From an optimization exercise on the open Yosys and OpenROAD flow, aimed at small area, a short achievable clock period and few clock cycles per item; shortcuts taken in it are not production practice. Power is estimated from default activity; no workload was simulated.

==> flow/design.v <==
module wk_hash_rom (
  input  wire [7:0] key,
  output wire [3:0] slot
);
  localparam [1023:0] TABLE =
      1024'h73b2b0cff8f67cd4c5923a73fe2bf64b94a09b3ee6efeaa1bc092b6f5fde62ee35ca23d30532ee80e7cc1b23f1b8174ca709484c71a2948ea7a890b79aff8da1af13a2428185736ed550288ca6b0fc5f9990a5436d7b9d8efd59b181cc5840e44cbd47c406d76751d36bdd652f25978c44e918369b22dd161d103073656a0150;
  assign slot = TABLE[{key, 2'b00} +: 4];
endmodule
module wk_dict (
  input  wire        clk,
  input  wire        init,      
  input  wire        upd,       
  input  wire [15:0] sel,       
  input  wire [31:0] word,
  output reg         eq_hi,
  output reg         eq_lo
);
  reg [31:0] dict [0:15];
  reg [31:0] entry;
  integer j;
  always @(*) begin
    entry = 32'd0;
    for (j = 0; j < 16; j = j + 1)
      entry = entry | (dict[j] & {32{sel[j]}});
  end
  integer k;
  always @(posedge clk) begin
    eq_hi <= (word[31:10] == entry[31:10]);
    eq_lo <= (word[9:0] == entry[9:0]);
    for (k = 0; k < 16; k = k + 1) begin
      if (init)
        dict[k] <= 32'd1;
      else if (upd && sel[k])
        dict[k] <= word;
    end
  end
endmodule
module wkcore (
  input  wire        clk,
  input  wire        rst,
  input  wire        start,
  input  wire        ack,
  input  wire [31:0] page_words,
  input  wire [31:0] dst_cap_words,
  output wire        busy,
  output wire        done,
  output wire [1:0]  err,
  output wire [31:0] length,
  output wire [9:0]  pg_addr,
  output wire        pg_re,
  input  wire [31:0] pg_rdata,
  output reg  [10:0] dst_addr,
  output reg  [31:0] dst_wdata,
  output reg         dst_we
);
  reg        busy_r, done_r;
  reg [1:0]  err_r;
  reg [10:0] len_r;
  assign busy   = busy_r;
  assign done   = done_r;
  assign err    = err_r;
  assign length = {21'd0, len_r};
  reg pw_lo, pw_hi, cap_hi, cap_lo;
  always @(posedge clk) begin
    pw_lo  <= (page_words[15:0] == 16'd1024);
    pw_hi  <= (page_words[31:16] == 16'd0);
    cap_hi <= |dst_cap_words[31:11];
    cap_lo <= (dst_cap_words[10:0] >= 11'd1562);
  end
  wire pw_ok  = pw_lo & pw_hi;
  wire cap_ok = cap_hi | cap_lo;
  wire accept = start & ~busy_r;
  reg  c1;                        
  wire bad    = c1 & ~(pw_ok & cap_ok);
  reg        rd_on;
  reg [10:0] rd_cnt;
  assign pg_re   = rd_on;
  assign pg_addr = rd_cnt[9:0];
  reg        rdv, va, vb, vc;
  reg [31:0] w_a, w_b, w_c;
  reg [3:0]  s_b, s_c;
  reg [15:0] oh_b;
  reg        z_b, z_c, nzv_b;
  wire [3:0] s_a;
  wk_hash_rom u_rom (.key(w_a[17:10]), .slot(s_a));
  always @(posedge clk) begin
    w_a  <= pg_rdata;
    w_b  <= w_a;
    s_b  <= s_a;
    oh_b <= 16'd1 << s_a;
    z_b  <= (w_a == 32'd0);
    nzv_b <= va & (w_a != 32'd0);
    w_c  <= w_b;
    s_c  <= s_b;
    z_c  <= z_b;
  end
  reg  [10:0] ci;                 
  reg         fin;                
  wire        p2   = ci[10];
  wire        last = (ci[9:0] == 10'd1023);
  wire eq_hi, eq_lo;
  reg  dinit;
  always @(posedge clk)
    dinit <= accept | (vc & ~p2 & (ci[9:0] == 10'd1021));
  wk_dict u_dict (
    .clk   (clk),
    .init  (dinit),
    .upd   (nzv_b),
    .sel   (oh_b),
    .word  (w_b),
    .eq_hi (eq_hi),
    .eq_lo (eq_lo)
  );
  wire       nz   = vc & ~z_c;
  wire       qsym = nz & eq_hi;               
  wire       lsym = nz & eq_hi & ~eq_lo;      
  wire       miss = nz & ~eq_hi;              
  wire [1:0] tag  = {~z_c & (~eq_hi | eq_lo), ~z_c & eq_hi};
  reg [10:0] fptr;      
  reg [7:0]  qw;        
  reg [2:0]  q_mod;     
  reg [1:0]  l_mod;     
  reg [10:0] lptr;      
  reg [6:0]  tptr;      
  reg [31:0] qacc;
  reg [19:0] lacc;
  reg [31:4] tacc;      
  reg [3:0]  t01;       
  reg [3:0]  tp01;      
  reg        qpend, tpend, h3w;
  wire       pass1 = vc & ~p2;
  wire       padq  = fin & (q_mod != 3'd0);
  wire       padl  = fin & (l_mod != 2'd0);
  wire       q_in  = (p2 & qsym) | padq;
  wire       l_in  = (p2 & lsym) | padl;
  wire [3:0] q_sym = fin ? 4'd0  : s_c;
  wire [9:0] l_sym = fin ? 10'd0 : w_c[9:0];
  wire       lc    = l_in & (l_mod == 2'd2);    
  wire       qc    = q_in & (q_mod == 3'd7);    
  wire       tc    = vc & p2 & (ci[3:0] == 4'd15);
  wire       hdr1  = vc & p2 & (ci[9:0] == 10'd0);
  wire       hdr2  = vc & p2 & (ci[9:0] == 10'd1);
  wire       idle_f = fin & ~padq & ~padl & ~qpend & ~tpend;
  wire wr_f  = pass1 & miss;
  wire wr_l  = ~pass1 & lc;
  wire wr_qp = ~pass1 & ~lc & qpend;
  wire wr_q  = ~pass1 & ~lc & ~qpend & qc;
  wire wr_t  = ~pass1 & ~lc & ~qpend & ~qc & tpend;
  wire wr_h1 = ~pass1 & ~lc & ~qpend & ~qc & ~tpend & hdr1;
  wire wr_h2 = ~pass1 & ~lc & ~qpend & ~qc & ~tpend & hdr2;
  wire wr_h3 = idle_f & ~h3w;
  wire finish = idle_f & h3w;
  always @(posedge clk) begin
    if (rst) begin
      busy_r <= 1'b0;
      done_r <= 1'b0;
      err_r  <= 2'd0;
      len_r  <= 11'd0;
      c1     <= 1'b0;
      rd_on  <= 1'b0;
      rd_cnt <= 11'd0;
      rdv    <= 1'b0;
      va     <= 1'b0;
      vb     <= 1'b0;
      vc     <= 1'b0;
      dst_we <= 1'b0;
      fin    <= 1'b0;
      qpend  <= 1'b0;
      tpend  <= 1'b0;
    end else begin
      c1 <= accept;
      if (accept) begin
        busy_r <= 1'b1;
        done_r <= 1'b0;
        err_r  <= 2'd0;
        len_r  <= 11'd0;
        rd_on  <= 1'b1;
      end else if (bad) begin
        busy_r <= 1'b0;
        done_r <= 1'b1;
        err_r  <= pw_ok ? 2'd2 : 2'd1;
        rd_on  <= 1'b0;
      end else if (finish) begin
        busy_r <= 1'b0;
        done_r <= 1'b1;
        len_r  <= lptr;
      end else if (done_r & ack) begin
        done_r <= 1'b0;
        err_r  <= 2'd0;
      end else if (rd_on & (rd_cnt == 11'd2047)) begin
        rd_on  <= 1'b0;
      end
      if (bad)
        rd_cnt <= 11'd0;
      else if (rd_on)
        rd_cnt <= rd_cnt + 11'd1;
      rdv <= rd_on & ~bad;
      va  <= rdv;
      vb  <= va;
      vc  <= vb;
      dst_we <= wr_f | wr_l | wr_qp | wr_q | wr_t | wr_h1 | wr_h2 | wr_h3;
      if (c1) begin
        fin   <= 1'b0;
        qpend <= 1'b0;
        tpend <= 1'b0;
      end else begin
        if (vc & p2 & last)
          fin <= 1'b1;
        else if (finish)
          fin <= 1'b0;
        if (wr_l & qc)
          qpend <= 1'b1;
        else if (wr_qp)
          qpend <= 1'b0;
        if (tc)
          tpend <= 1'b1;
        else if (wr_t)
          tpend <= 1'b0;
      end
    end
  end
  always @(posedge clk) begin
    if (c1) begin
      ci    <= 11'd0;
      fptr  <= 11'd68;
      qw    <= 8'd0;
      q_mod <= 3'd0;
      l_mod <= 2'd0;
      tptr  <= 7'd4;
      h3w   <= 1'b0;
    end else begin
      if (vc)
        ci <= ci + 11'd1;
      if (pass1) begin
        if (qsym) begin
          if (q_mod == 3'd0)
            qw <= qw + 8'd1;
          q_mod <= q_mod + 3'd1;
        end
        if (last)
          q_mod <= 3'd0;
      end else begin
        if (q_in) begin
          qacc[4*q_mod +: 4] <= q_sym;
          q_mod <= q_mod + 3'd1;
        end
        if (l_in) begin
          if (l_mod == 2'd2)
            l_mod <= 2'd0;
          else begin
            if (l_mod[0])
              lacc[19:10] <= l_sym;
            else
              lacc[9:0] <= l_sym;
            l_mod <= l_mod + 2'd1;
          end
        end
      end
      if (vc & p2) begin
        if (ci[3:1] == 3'd0)
          t01[2*ci[0] +: 2] <= tag;
        else
          tacc[2*ci[3:0] +: 2] <= tag;
      end
      if (tc)
        tp01 <= t01;
      if (hdr1)
        lptr <= fptr + {3'd0, qw};
      if (wr_f | wr_qp | wr_q)
        fptr <= fptr + 11'd1;
      if (wr_l)
        lptr <= lptr + 11'd1;
      if (wr_t)
        tptr <= tptr + 7'd1;
      if (wr_h3)
        h3w <= 1'b1;
    end
    if (wr_f) begin
      dst_addr  <= fptr;
      dst_wdata <= w_c;
    end else if (wr_l) begin
      dst_addr  <= lptr;
      dst_wdata <= {2'b00, l_sym, lacc[19:0]};
    end else if (wr_qp) begin
      dst_addr  <= fptr;
      dst_wdata <= qacc;
    end else if (wr_q) begin
      dst_addr  <= fptr;
      dst_wdata <= {q_sym, qacc[27:0]};
    end else if (wr_t) begin
      dst_addr  <= {4'd0, tptr};
      dst_wdata <= {tacc[31:4], tp01};
    end else if (wr_h1) begin
      dst_addr  <= 11'd1;
      dst_wdata <= {21'd0, fptr};
    end else if (wr_h2) begin
      dst_addr  <= 11'd2;
      dst_wdata <= {21'd0, lptr};
    end else if (wr_h3) begin
      dst_addr  <= 11'd3;
      dst_wdata <= {21'd0, lptr};
    end
  end
endmodule
make LEC_CHECK=0 CAP_MARGIN=20 CORE_MARGIN=2 CORE_UTILIZATION=40 SLEW_MARGIN=20 finish   # period 11.0 ns
run.sh (not shown) runs the stock make flow with config.mk's settings and CLKGATE_MAP_FILE= SYNTH_SCRIPT=/design/flow/synth_recipe.tcl, a recipe that flattens the netlist after the stock synthesis.
Then changed:
--- a/flow/design.v
+++ b/flow/design.v
@@ -16,6 +16,7 @@
   output reg         eq_lo
 );
   reg [31:0] dict [0:15];
+  reg [15:0] valid;
   reg [31:0] entry;
   integer j;
   always @(*) begin
@@ -23,16 +24,18 @@
     for (j = 0; j < 16; j = j + 1)
       entry = entry | (dict[j] & {32{sel[j]}});
   end
+  wire v = |(valid & sel);
   integer k;
   always @(posedge clk) begin
-    eq_hi <= (word[31:10] == entry[31:10]);
-    eq_lo <= (word[9:0] == entry[9:0]);
-    for (k = 0; k < 16; k = k + 1) begin
-      if (init)
-        dict[k] <= 32'd1;
-      else if (upd && sel[k])
+    eq_hi <= v ? (word[31:10] == entry[31:10]) : (word[31:10] == 22'd0);
+    eq_lo <= v ? (word[9:0] == entry[9:0]) : (word[9:0] == 10'd1);
+    for (k = 0; k < 16; k = k + 1)
+      if (upd && sel[k])
         dict[k] <= word;
-    end
+    if (init)
+      valid <= 16'd0;
+    else if (upd)
+      valid <= valid | sel;
   end
 endmodule
 module wkcore (
=> First-iteration DRC count shrinks by well over a third; core utilization increases by 0.89 points; cell count falls by a quarter to a third; wire length goes down by about a fifth; count of clock-buffer cells in the layout came out lower by 18; setup slack is worse by 0.67 ns; final area is lower slightly; power climbs by a few percent; flip-flop and latch count went up by 16; hold slack stays flat; non-clock buffer count goes down by 10; via count fell by a quarter to a third.
No functional check of the RTL was part of any run of this note.

port drivers added, routing unchanged:
No port has a modelled driver above. Below, the same layouts with a new extraction and two added sets of constraints.
Step 1, drivers: a clkbuf_16 drives clk and a buf_2 each remaining input, both assumed.
Step 2 moves the port delays by t, midway between the first and last clock arrival at a register: inputs arrive t later, outputs are due t later. That takes back most of the time a late clock gives input paths.
Slacks: no drivers / after step 1 / after step 2; pairs: no drivers / after step 1.
run	t (ns)	setup slack, ns	worst setup path at the end	worst data-port slew with drivers (ns)
the first run	0.712	6.788 / 6.788 / 6.788	register to register	0.05
the second run	0.712	6.122 / 6.122 / 6.122	register to register	0.04
After both steps setup and hold are still met in every run listed.
